Background: an optimization exercise with open tools, aiming at small area, a short achievable clock period and few clock cycles per item. Do not read the settings as production practice. The RTL was checked by simulation tests, not by an equivalence proof against the original design.

<file path="config.mk">
export PLATFORM = sky130hd
export DESIGN_NAME = ntsc_csc
export DESIGN_NICKNAME = ntsc_csc
export VERILOG_FILES = /design/flow/design.v
export SDC_FILE = /design/flow/constraint.sdc
export NUM_CORES = 4
export LEC_CHECK = 0
export CAP_MARGIN = 20
export CORE_MARGIN = 2
export CORE_UTILIZATION = 40
export SLEW_MARGIN = 20
</file>
<file path="constraint.sdc">
create_clock -name core_clock -period 10.5 [get_ports {clk}]
set_input_delay 2.1000 -clock core_clock [delete_from_list [all_inputs] [get_ports {clk}]]
set_output_delay 2.1000 -clock core_clock [all_outputs]
set_load 0.01 [all_outputs]
</file>
<file path="design.v">
module ntsc_palette (
    input  wire [5:0]  index,
    output reg  [23:0] rgb
);
    always @(*) begin
        case (index)
            6'h00: rgb = 24'h7C7C7C; 6'h01: rgb = 24'h0000FC; 6'h02: rgb = 24'h0000BC; 6'h03: rgb = 24'h4428BC;
            6'h04: rgb = 24'h940084; 6'h05: rgb = 24'hA80020; 6'h06: rgb = 24'hA81000; 6'h07: rgb = 24'h881400;
            6'h08: rgb = 24'h503000; 6'h09: rgb = 24'h007800; 6'h0A: rgb = 24'h006800; 6'h0B: rgb = 24'h005800;
            6'h0C: rgb = 24'h004058; 6'h0D: rgb = 24'h000000; 6'h0E: rgb = 24'h000000; 6'h0F: rgb = 24'h000000;
            6'h10: rgb = 24'hBCBCBC; 6'h11: rgb = 24'h0078F8; 6'h12: rgb = 24'h0058F8; 6'h13: rgb = 24'h6844FC;
            6'h14: rgb = 24'hD800CC; 6'h15: rgb = 24'hE40058; 6'h16: rgb = 24'hF83800; 6'h17: rgb = 24'hE45C10;
            6'h18: rgb = 24'hAC7C00; 6'h19: rgb = 24'h00B800; 6'h1A: rgb = 24'h00A800; 6'h1B: rgb = 24'h00A844;
            6'h1C: rgb = 24'h008888; 6'h1D: rgb = 24'h000000; 6'h1E: rgb = 24'h000000; 6'h1F: rgb = 24'h000000;
            6'h20: rgb = 24'hF8F8F8; 6'h21: rgb = 24'h3CBCFC; 6'h22: rgb = 24'h6888FC; 6'h23: rgb = 24'h9878F8;
            6'h24: rgb = 24'hF878F8; 6'h25: rgb = 24'hF85898; 6'h26: rgb = 24'hF87858; 6'h27: rgb = 24'hFCA044;
            6'h28: rgb = 24'hF8B800; 6'h29: rgb = 24'hB8F818; 6'h2A: rgb = 24'h58D854; 6'h2B: rgb = 24'h58F898;
            6'h2C: rgb = 24'h00E8D8; 6'h2D: rgb = 24'h787878; 6'h2E: rgb = 24'h000000; 6'h2F: rgb = 24'h000000;
            6'h30: rgb = 24'hFCFCFC; 6'h31: rgb = 24'hA4E4FC; 6'h32: rgb = 24'hB8B8F8; 6'h33: rgb = 24'hD8B8F8;
            6'h34: rgb = 24'hF8B8F8; 6'h35: rgb = 24'hF8A4C0; 6'h36: rgb = 24'hF0D0B0; 6'h37: rgb = 24'hFCE0A8;
            6'h38: rgb = 24'hF8D878; 6'h39: rgb = 24'hD8F878; 6'h3A: rgb = 24'hB8F8B8; 6'h3B: rgb = 24'hB8F8D8;
            6'h3C: rgb = 24'h00FCFC; 6'h3D: rgb = 24'hF8D8F8; 6'h3E: rgb = 24'h000000; default: rgb = 24'h000000;
        endcase
    end
endmodule
module ntsc_csc (
    input  wire        clk,
    input  wire        rst,
    input  wire        in_valid,
    output wire        in_ready,
    input  wire [1:0]  in_op,
    input  wire [31:0] in_data,
    output wire        out_valid,
    input  wire        out_ready,
    output wire [31:0] out_data,
    output wire        out_err
);
    localparam OP_DECODE = 2'd0;
    localparam OP_ENCODE = 2'd1;
    localparam OP_PACK   = 2'd2;
    localparam OP_UNPACK = 2'd3;
    localparam S_IDLE   = 2'd0;
    localparam S_SEARCH = 2'd1;
    localparam S_OUT    = 2'd2;
    reg [1:0]  state;
    reg [23:0] color;        
    reg [5:0]  idx;          
    reg [17:0] best_dist;
    reg [5:0]  best_idx;
    reg [31:0] res_data;
    reg        res_err;
    wire [23:0] pal_entry;
    ntsc_palette u_pal (.index(idx), .rgb(pal_entry));
    wire [23:0] dec_rgb;
    ntsc_palette u_dec (.index(in_data[5:0]), .rgb(dec_rgb));
    wire signed [8:0]  dr = $signed({1'b0, color[23:16]}) - $signed({1'b0, pal_entry[23:16]});
    wire signed [8:0]  dg = $signed({1'b0, color[15:8]})  - $signed({1'b0, pal_entry[15:8]});
    wire signed [8:0]  db = $signed({1'b0, color[7:0]})   - $signed({1'b0, pal_entry[7:0]});
    wire        [17:0] sq_dist = dr * dr + dg * dg + db * db;
    function [4:0] q5(input [7:0] v);
        reg [12:0] n;
        begin
            n  = v * 13'd31 + 13'd127;
            q5 = n / 13'd255;
        end
    endfunction
    function [5:0] q6(input [7:0] v);
        reg [13:0] n;
        begin
            n  = v * 14'd63 + 14'd127;
            q6 = n / 14'd255;
        end
    endfunction
    function [7:0] e5(input [4:0] q);
        reg [12:0] n;
        begin
            n  = q * 13'd255 + 13'd15;
            e5 = n / 13'd31;
        end
    endfunction
    function [7:0] e6(input [5:0] q);
        reg [13:0] n;
        begin
            n  = q * 14'd255 + 14'd31;
            e6 = n / 14'd63;
        end
    endfunction
    wire [15:0] packed565 = {q5(in_data[23:16]), q6(in_data[15:8]), q5(in_data[7:0])};
    wire [23:0] unpacked  = {e5(in_data[15:11]), e6(in_data[10:5]), e5(in_data[4:0])};
    assign in_ready  = (state == S_IDLE);
    assign out_valid = (state == S_OUT);
    assign out_data  = res_data;
    assign out_err   = res_err;
    always @(posedge clk) begin
        if (rst) begin
            state <= S_IDLE;
        end else begin
            case (state)
                S_IDLE: if (in_valid) begin
                    res_err <= 1'b0;
                    case (in_op)
                        OP_DECODE: begin
                            if (in_data > 32'd63) begin
                                res_data <= 32'd0;
                                res_err  <= 1'b1;
                            end else begin
                                res_data <= {8'd0, dec_rgb};
                            end
                            state <= S_OUT;
                        end
                        OP_ENCODE: begin
                            color     <= in_data[23:0];
                            idx       <= 6'd0;
                            best_dist <= 18'h3FFFF;
                            best_idx  <= 6'd0;
                            state     <= S_SEARCH;
                        end
                        OP_PACK: begin
                            res_data <= {16'd0, packed565};
                            state    <= S_OUT;
                        end
                        default: begin
                            res_data <= {8'd0, unpacked};
                            state    <= S_OUT;
                        end
                    endcase
                end
                S_SEARCH: begin
                    if (sq_dist < best_dist) begin
                        best_dist <= sq_dist;
                        best_idx  <= idx;
                    end
                    idx <= idx + 6'd1;
                    if (idx == 6'd63) begin
                        res_data <= {26'd0, (sq_dist < best_dist) ? idx : best_idx};
                        state    <= S_OUT;
                    end
                end
                S_OUT: if (out_ready) state <= S_IDLE;
                default: state <= S_IDLE;
            endcase
        end
    end
endmodule
</file>
<file path="run.sh">
#!/bin/bash
# synth_recipe.tcl (not shown) runs the flow's synth.tcl, then flattens the netlist and writes it again
# the make line also repeats each setting of config.mk as NAME=value (left out here)
make -C /OpenROAD-flow-scripts/flow DESIGN_CONFIG=/design/flow/config.mk WORK_HOME=/design/flow/orfs CLKGATE_MAP_FILE= SYNTH_SCRIPT=/design/flow/synth_recipe.tcl finish
</file>
==> run notes <==
==> area by class of cell <==
cell class	instances	area, um^2
multi-input cells	2916	25800
fillers	7216	37600
well taps	969	1210
repair buffers	627	4920
diodes	1	2.50
clock inverters	6	55.1
clock buffers	10	239
inverters	542	2040
flip-flops and latches	99	2770
==> kinds of logic (layout without fill, tap and decap cells) <==
group | Yosys count | count (layout) | synth area share (%)
DFF | 99 | 99 | 9.19
other | 1 | 9 | 0.0124
buffers and inverters | 653 | 1185 | 8.29
AOI/OAI and AO/OA | 963 | 963 | 22.2
xor gates and xnor gates | 214 | 214 | 6.33
adders and majority gates | 665 | 665 | 35.4
and+or+nand+nor | 1006 | 1006 | 16.4
muxes | 60 | 60 | 2.16
==> metrics by stage <==
| stage | setup TNS [ps] | setup WS [ps] |
|---|---|---|
| floorplan | 0 | 7.12 |
| global placement | -749 | -215 |
| detailed placement | -983 | -296 |
| CTS | 0 | 46.1 |
| global route | -211 | -73.7 |
| finish | 0 | 289 |
==> tightest hold or removal path: stages, from the launching register on <==
cell and delay, ps:
edfxtp_1 340, mux2i_1 60, nor2_1 140
==> what timing repair did <==
item,CTS,global route
pin swaps,0,48
setup endpoints to repair,1,35
resized for setup,1,149
gates cloned,0,0
setup buffers,0,23
==> state kept, by name, indices dropped and copies added (netlist names) <==
signal	flops
color	24
res_data	24
pal_entry	18
state	2
best_dist	18
res_err	1
idx	6
best_idx	6
==> final timing paths <==
| check | end | slack (ps) | cells after the start |
|---|---|---|---|
| max reg2reg | res_data[5]$_DFFE_PP_ | 390 | 45 |
| max | res_data[8]$_SDFFCE_PP0P_ | 290 | 32 |
| min | best_idx[5]$_SDFFCE_PN0P_ | 670 | 2 |
| min reg2reg | best_idx[5]$_SDFFCE_PN0P_ | 670 | 2 |
==> layer usage <==
metal  part of all wire, %  GRT usage [%]  routed length, um  vias up
met3                   4.4           2.73               3840      126
met4                   3.2           6.82               2790        2
met2                    46           36.1              40000      616
met5                 0.015              0                 13        -
li1                      -              -                  -    13819
met1                    46           30.5              40100    13310
==> layout by cell type, fill, tap and decap left out, types with 13 or more instances in the layout <==
cell type	instances
a211oi_1	42
a21o_1	59
a21oi_1	197
a21oi_2	28
a221oi_1	15
a31oi_1	48
and2_1	39
and3_1	35
buf_4	556
clkdlybuf4s50_1	55
dfxtp_1	20
edfxtp_1	79
fa_1	312
ha_1	335
inv_1	533
mux2_2	21
mux2i_1	32
nand2_1	268
nand2b_1	42
nand3_1	66
nand4_1	32
nor2_1	276
nor2b_1	20
nor3_1	67
nor4_1	20
o211ai_1	45
o21a_1	31
o21ai_0	137
o21ai_1	30
o21bai_1	31
o22ai_1	24
o31ai_1	19
or2_2	24
or3_1	20
xnor2_1	126
xnor2_2	13
xor2_1	69
==> impl_metrics.yaml <==
run_status:
  status: "finished clean"
sta:
  hold_viol: 0
  fin_crit_ps: 10210
  slew_violations: 0
  fmax_mhz: 97.9
  setup_viol: 0
  clock_skew_ps: 20.5
  period_share_pct: 97.2
  rsz0062_at_grt: "yes"
  slew_headroom_pct: 26.5
  tightest_slew_ps: 1080
  whs_ps: 671
clocking:
  cts_root_buf: "clkbuf_16"
  hold_buffers: 0
  clock_latency_ps: 390
  cts_made_buffers: 9
  cts_buffer_depth: 2
  clkSinkCount: 99
  htree_levels: 3
  cts_tree: "yes"
  cts.clk_slew.worst_paths_ps: 80
cells_and_area:
  area_delta_synth_final_pct: 22.6
  fin_cells: 5170
  nNetsFinal: 4894
  utilization_pct: 49.6
  design_area_mm2: 0.0370
  drive_above_1_share_pct: 20.4
worst_setup_path:
  cpLargestDelayFamily: "compound AO/OA/AOI/OAI gates"
  critPathArrivalTime_ps: 10340
  startpoint: "in_data[9]"
  worstPathRequired_ps: 10630
  critical_path_class: "input pin to register"
  worst_path_most_repeated_cell: "fa_1"
  critPathMaxFanout: 6
  rr_startpoint: "color[3]$_DFFE_PP_"
  slowest_stage: "fa_1"
  cp-end-kind: "register"
  cp_slowest_stage_delay_ps: 600
  start_kind: "input pin"
  crit_buf_inv: 5
global_route:
  grt_start_max_net_pins: 52
  grt.total_usage_pct: 22.1
  grt_pass1_vias: 27382
  gr-total-overflow: 0
  antenna_found_initial: 3
  grt_pass1_wl_um: 141000
route:
  wl_um: 86700
  drt-pass1-iter-count: 6
  first_iter_violations: 1889
  drt-wirelength-per-cell_um: 16.8
  vias: 27873
  avgViaCountPerCell: 5.39
  ant_nets: 0
  drc: 0
synthesis:
  syn-instance-count: 3661
  syn-cell-area_mm2: 0.0302
  yosys_warnings: 2
  ys_types: 126
  async_reset_ff_share_pct: 0
  yosys.area.top_type: "fa_1"
  synth_ff_type: "edfxtp_1"
  synth_area_per_cell_um2: 8.24
  synth_top_area_share_pct: 21.0
  ys_ff_latch: 99
  netlist_top_cells_area: "fa_1 21%, ha_1 14%, edfxtp_1 7.9%"
  synth_common_cells: "538 x inv_1, 345 x ha_1, 316 x fa_1, 283 x nor2_1, 272 x nand2_1"
  synth.most_common_cell: "inv_1"
  synth_edf_count: 79
  ys_seq_area_share_pct: 9.19
floorplanning:
  core_mm2: 0.0746
  die_h_um: 279
  die_w_um: 279
  row_count: 100
  initial_core_util_pct: 40.5
  io_pins: 73
  fp.dieArea_mm2: 0.0776
placement:
  place_area_mm2: 0.0358
  port_buffers: 64
  place_congestion: 0.927
  dp_cells: 5130
  dp_hpwl_um: 71900
worst_hold_path:
  worstHoldStart: "best_idx[5]$_SDFFCE_PN0P_"
  hold_path.class: "register to register"
flow_run:
  maxCapViolCount: 0
Testbench counts, summed over its fixed seeds: cycles 36,864, items 2,048.

==> port drivers added, routing unchanged <==
In the flow no input, the clock included, has a driving cell. The finished layout below was timed again as built, in two steps.
Step 1 (the two cells are an assumption about what drives the block):
set clk [get_ports {clk}]
set_driving_cell -lib_cell sky130_fd_sc_hd__clkbuf_16 $clk
set_driving_cell -lib_cell sky130_fd_sc_hd__buf_2 [delete_from_list [all_inputs] $clk]
Step 2 also shifts input and output timing later by t, the mid clock arrival at the registers, as if the neighbouring blocks saw the same clock.
Slacks: no drivers / after step 1 / after step 2; pairs: no drivers / after step 1.
shift t [ns]: 0.433
slack for setup (ns): 0.289 / 0.294 / -0.140
clock arrival spread, ns: 0.021 / 0.021
worst data-port slew with drivers (ns): 0.08
Met with ideal ports but missed after step 2: setup timing in this run. The setup slack of this run moves by +0.005 ns with the drivers and by -0.429 ns with both steps.
